This is an optimization exercise on Yosys and OpenROAD, whose aim is small area, a short achievable clock period and few clock cycles per item, not a production implementation.
RTL that was checked went through simulation tests only; none was proved equivalent to the original.
No activity file was given, so power comes from the tool's default toggle rates.

build 7:
==> flow/design.v (excerpt) <==
module dmac_prog_builder (
    input  wire        clk,
    input  wire        rst,
    input  wire        cmd_valid,
    output wire        cmd_ready,
    input  wire        cmd_zf,          
    input  wire [31:0] cmd_src,
    input  wire [31:0] cmd_dst,
    input  wire [31:0] cmd_size,
    input  wire [2:0]  cmd_bsz,
    input  wire [4:0]  cmd_blen,
    input  wire [2:0]  cmd_ssz,
    input  wire [5:0]  cmd_periph,
    input  wire [1:0]  cmd_kind,        
    input  wire        cmd_cache,
    input  wire        cmd_nonsecure,
    input  wire [31:0] cmd_buf_base,
    input  wire [31:0] cmd_buf_cap,
    output wire        wr_valid,
    input  wire        wr_ready,
    output wire [31:0] wr_addr,
    output wire [7:0]  wr_data,
    output reg         res_valid,
    output wire [1:0]  res_status,      
    output reg  [3:0]  res_cause,
    output wire [31:0] res_length,
    output wire [31:0] res_needed,
    output reg  [3:0]  res_residual
);
export LEC_CHECK = 0
export CAP_MARGIN = 20
export CORE_MARGIN = 2
export CORE_UTILIZATION = 40
export SETUP_SLACK_MARGIN = 5
export SLEW_MARGIN = 20
create_clock -name core_clock -period 8.0 [get_ports {clk}]
run.sh (not shown) runs the stock make flow with config.mk's settings and CLKGATE_MAP_FILE= SYNTH_SCRIPT=/design/flow/synth_recipe.tcl, a recipe that flattens the netlist after the stock synthesis.
Build 7: no failed stages, no open violations at the end
Testbench counts of build 7, summed over its fixed seeds: cycles 17,742, builds 384.
For trial 85, these inputs were changed with respect to build 7:
-- flow/design.v --
<<< build 7, line 62
    reg [4:0]  dcnt;             
    reg        ddone;            
    reg [3:0]  ip;
    reg [2:0]  bi;               
>>> trial 85, line 62
    reg [4:0]  dcnt;             
    reg        ddone;            
    reg [6:0]  d3;               
    reg [3:0]  ip;
    reg [2:0]  bi;               
<<< build 7, line 230
    wire fdec      = (ip == I_LP0) && bi[0] && (ptype == P_FULL);
    wire [5:0] d1  = r_zf ? 6'd1 : (r_bsz[0] ? {r_blen, 1'b0} : {1'b0, r_blen});
    wire [5:0] t1  = {rm[4:0], q[31]};
    wire [6:0] x1  = {1'b0, t1} - {1'b0, d1};
    wire [4:0] r1  = x1[6] ? t1[4:0] : x1[4:0];
    wire [5:0] t2  = {r1, q[30]};
    wire [6:0] x2  = {1'b0, t2} - {1'b0, d1};
    wire [4:0] rn  = x2[6] ? t2[4:0] : x2[4:0];
    wire [1:0] qd  = {!x1[6], !x2[6]};
    wire [7:0] rfix = r_zf      ? q[31:24] :
                      r_bsz[2]  ? {rm[3:0], q[31:28]} :
>>> trial 85, line 231
    wire fdec      = (ip == I_LP0) && bi[0] && (ptype == P_FULL);
    wire [5:0] d1  = r_zf ? 6'd1 : (r_bsz[0] ? {r_blen, 1'b0} : {1'b0, r_blen});
    wire [6:0] tt  = {rm[4:0], q[31:30]};
    wire [7:0] x1  = {1'b0, tt} - {2'b0, d1};
    wire [7:0] x2  = {1'b0, tt} - {1'b0, d1, 1'b0};
    wire [7:0] x3  = {1'b0, tt} - {1'b0, d3};
    wire [1:0] qd  = !x3[7] ? 2'd3 : !x2[7] ? 2'd2 : !x1[7] ? 2'd1 : 2'd0;
    wire [4:0] rn  = !x3[7] ? x3[4:0] : !x2[7] ? x2[4:0] : !x1[7] ? x1[4:0] : tt[4:0];
    wire [7:0] rfix = r_zf      ? q[31:24] :
                      r_bsz[2]  ? {rm[3:0], q[31:28]} :
<<< build 7, line 243
                      r_bsz[2]  ? {4'd0, q[27:24]} :
                      r_bsz[1]  ? {2'd0, q[29:24]} : q[31:24];
    always @(posedge clk) begin
        if (rst) begin
>>> trial 85, line 243
                      r_bsz[2]  ? {4'd0, q[27:24]} :
                      r_bsz[1]  ? {2'd0, q[29:24]} : q[31:24];
    wire [6:0] cd1 = cmd_bsz[0] ? {1'b0, cmd_blen, 1'b0} : {2'b0, cmd_blen};
    always @(posedge clk) begin
        if (rst) begin
<<< build 7, line 294
            dcnt        <= cmd_zf ? 5'd4 : {3'd0, cmd_bsz[2:1]};
            ddone       <= 1'b0;
            ip          <= cmd_zf ? I_DAR : I_SAR;
            bi          <= 3'd1;
>>> trial 85, line 295
            dcnt        <= cmd_zf ? 5'd4 : {3'd0, cmd_bsz[2:1]};
            ddone       <= 1'b0;
            d3          <= cmd_zf ? 7'd3 : cd1 + {cd1[5:0], 1'b0};
            ip          <= cmd_zf ? I_DAR : I_SAR;
            bi          <= 3'd1;
Notes after the runs:
For trial 85, the top routing layer in use was met5, unlike build 7, where it was met4.
Summary: with build 7 as the reference, number of clock buffers in the layout in trial 85 moved down by a few percent.
Worst setup path endpoint: vld -> trial 85, rm[0] -> build 7
Higher multi-input gate area in the final layout was reported by trial 85, not build 7.
In the tables for trial 85 and build 7, wire length reads higher with trial 85.
Register bit count reported by yosys (lower): build 7
Trial 85 ends up with higher final standard cell count with taps included and fillers excluded than build 7 does.
Testbench counts of trial 85, summed over its fixed seeds: cycles 17,742, builds 384.

* * *

## lane 1
dmac_prog_builder, a different RTL version from the one above (not shown whole).
Size in the first run: ~2,100 cells after synthesis, roughly 300 I/O pins, ~18,000 um^2 of cells after synthesis.
Settings: LEC_CHECK=0, CAP_MARGIN=20, CORE_MARGIN=2, CORE_UTILIZATION=40, CTS_BUF_LIST=sky130_fd_sc_hd__clkbuf_8, SETUP_SLACK_MARGIN=5, SLEW_MARGIN=20; clock period 8.0 ns.
Lane 1 ran to completion and came out clean on the timing, design-rule and antenna checks.
### lane 1 -> lane 2
-- flow/design.v --
<<< lane 1, line 73
    reg        a_last;           
    reg        a_ccrbl;          
    reg        a_lp1f;           
    reg        a_lp0f;           
    reg        a_done;           
    reg        vld;
    reg [7:0]  dat;
>>> lane 2, line 73
    reg        a_last;           
    reg        a_ccrbl;          
    reg        vld;
    reg [7:0]  dat;
<<< lane 1, line 225
    wire slot_free = !vld || wr_ready;
    wire stall     = a_ccrbl && !ddone;
    wire can       = run && slot_free && !stall && !a_done;
    wire fits      = (room[31:3] != 29'd0) ||
                     (a_l6 ? (room[2:0] == 3'd7) : a_l1 ? (room[2:1] != 2'd0) :
>>> lane 2, line 222
    wire slot_free = !vld || wr_ready;
    wire stall     = a_ccrbl && !ddone;
    wire can       = run && slot_free && !stall && (ip != I_DONE);
    wire fits      = (room[31:3] != 29'd0) ||
                     (a_l6 ? (room[2:0] == 3'd7) : a_l1 ? (room[2:1] != 2'd0) :
<<< lane 1, line 231
    wire ovf_now   = a_st && !fits && !ovf;
    wire wr_now    = !ovf && !ovf_now;
    wire skip      = ovf && a_lp1f;
    wire fdec      = a_lp0f;
    wire [5:0] d1  = r_zf ? 6'd1 : (r_bsz[0] ? {r_blen, 1'b0} : {1'b0, r_blen});
    wire [6:0] tt  = {rm[4:0], q[31:30]};
>>> lane 2, line 228
    wire ovf_now   = a_st && !fits && !ovf;
    wire wr_now    = !ovf && !ovf_now;
    wire skip      = ovf && (ip == I_LP1) && (bi == 3'd0) && (ptype == P_FULL);
    wire fdec      = (ip == I_LP0) && bi[0] && (ptype == P_FULL);
    wire [5:0] d1  = r_zf ? 6'd1 : (r_bsz[0] ? {r_blen, 1'b0} : {1'b0, r_blen});
    wire [6:0] tt  = {rm[4:0], q[31:30]};
<<< lane 1, line 267
                run       <= !v_err;
                vld       <= !v_err && fits0;
            end else if (run && a_done && slot_free) begin
                run       <= 1'b0;
                res_valid <= 1'b1;
>>> lane 2, line 264
                run       <= !v_err;
                vld       <= !v_err && fits0;
            end else if (run && ip == I_DONE && slot_free) begin
                run       <= 1'b0;
                res_valid <= 1'b1;
<<< lane 1, line 294
            addr        <= cmd_buf_base;
            verr        <= 1'b0;
            q           <= cmd_size;
            rm          <= 8'd0;
            dcnt        <= cmd_zf ? 5'd4 : {3'd0, cmd_bsz[2:1]};
            ddone       <= 1'b0;
            d3          <= cmd_zf ? 7'd3 : cd1 + {cd1[5:0], 1'b0};
            ip          <= cmd_zf ? I_DAR : I_SAR;
>>> lane 2, line 291
            addr        <= cmd_buf_base;
            verr        <= 1'b0;
            q           <= cmd_zf ? {8'd0, cmd_size[31:8]} : cmd_size;
            rm          <= cmd_zf ? cmd_size[7:0] : 8'd0;
            dcnt        <= cmd_zf ? 5'd16 : {3'd0, cmd_bsz[2:1]};
            ddone       <= cmd_zf;
            d3          <= cmd_zf ? 7'd3 : cd1 + {cd1[5:0], 1'b0};
            ip          <= cmd_zf ? I_DAR : I_SAR;
<<< lane 1, line 307
            a_last      <= 1'b0;
            a_ccrbl     <= 1'b0;
            a_lp1f      <= 1'b0;
            a_lp0f      <= 1'b0;
            a_done      <= 1'b0;
            ptype       <= P_FULL;
            tph         <= 1'b0;
>>> lane 2, line 304
            a_last      <= 1'b0;
            a_ccrbl     <= 1'b0;
            ptype       <= P_FULL;
            tph         <= 1'b0;
<<< lane 1, line 340
                    ptype    <= s_pt;
                    a_l6     <= (s_ip == I_CCRT);
                    a_lp1f   <= f_2;
                end else begin
                    off <= off + 20'd1;
>>> lane 2, line 334
                    ptype    <= s_pt;
                    a_l6     <= (s_ip == I_CCRT);
                end else begin
                    off <= off + 20'd1;
<<< lane 1, line 362
                        a_last  <= (n_ip == I_END);
                        a_ccrbl <= 1'b0;
                        a_lp1f  <= (n_ip == I_LP1) && (n_pt == P_FULL);
                        a_lp0f  <= 1'b0;
                        a_done  <= (n_ip == I_DONE);
                        if (n_ip == I_CCRT)
                            tph <= 1'b1;
>>> lane 2, line 355
                        a_last  <= (n_ip == I_END);
                        a_ccrbl <= 1'b0;
                        if (n_ip == I_CCRT)
                            tph <= 1'b1;
<<< lane 1, line 374
                        a_last  <= b_last;
                        a_ccrbl <= (ip == I_CCRB) && (bn == 3'd5);
                        a_lp1f  <= 1'b0;
                        a_lp0f  <= (ip == I_LP0) && (ptype == P_FULL);
                    end
                end
            end
            if (a_done && !ovf)
                room[19:0] <= off;
        end
>>> lane 2, line 364
                        a_last  <= b_last;
                        a_ccrbl <= (ip == I_CCRB) && (bn == 3'd5);
                    end
                end
            end
            if (ip == I_DONE && !ovf)
                room[19:0] <= off;
        end
## What came out
Lane 2 closes out successfully: all stages finished, all timing, DRC and antenna checks passed. Between lane 1 and lane 2, the sequential cell fraction of total power figures differ only marginally. Status: global-route usage parity (lane 2, lane 1). Lane 2 has wire length above what lane 1 had. or4b_4 as the critical-path cell with the highest stage delay was reported by lane 1, and edfxtp_1 by lane 2. Looking at lane 2 and lane 1, the final cell utilization of the core is a wash. Compared to lane 1, lane 2 has critical-path maximum fanout 16 higher.
Function was not checked in any run of this note: the RTL went through the layout flow alone.

-- port drivers added, routing unchanged --
In the flow no input, the clock included, has a driving cell. The finished layouts below were timed again as built, in two steps.
Step 1 assumes that a clkbuf_16 drives the clock port and a buf_2 every other input.
Step 2, shift: input delay + t, output delay - t, t = (earliest + latest rising clock arrival at the registers) / 2. This alone moves slack from input paths to output paths.
Slacks: ideal / step 1 / step 2; pairs: ideal / step 1.
| run | t, ns | setup WS [ns] | worst setup path after step 2 |
|---|---|---|---|
| build 7 | 0.593 | 4.299 / 4.299 / 4.299 | register to register |
| trial 85 | 0.599 | 4.962 / 4.934 / 4.405 | input to register |
| lane 1 | 0.700 | 4.717 / 4.717 / 4.197 | input to register |
| lane 2 | 0.690 | 4.915 / 4.887 / 4.377 | input to register |
After both steps every run listed still meets setup and hold. The setup slack of trial 85, which loses most, moves by -0.028 ns with the drivers and by -0.557 ns with both steps.
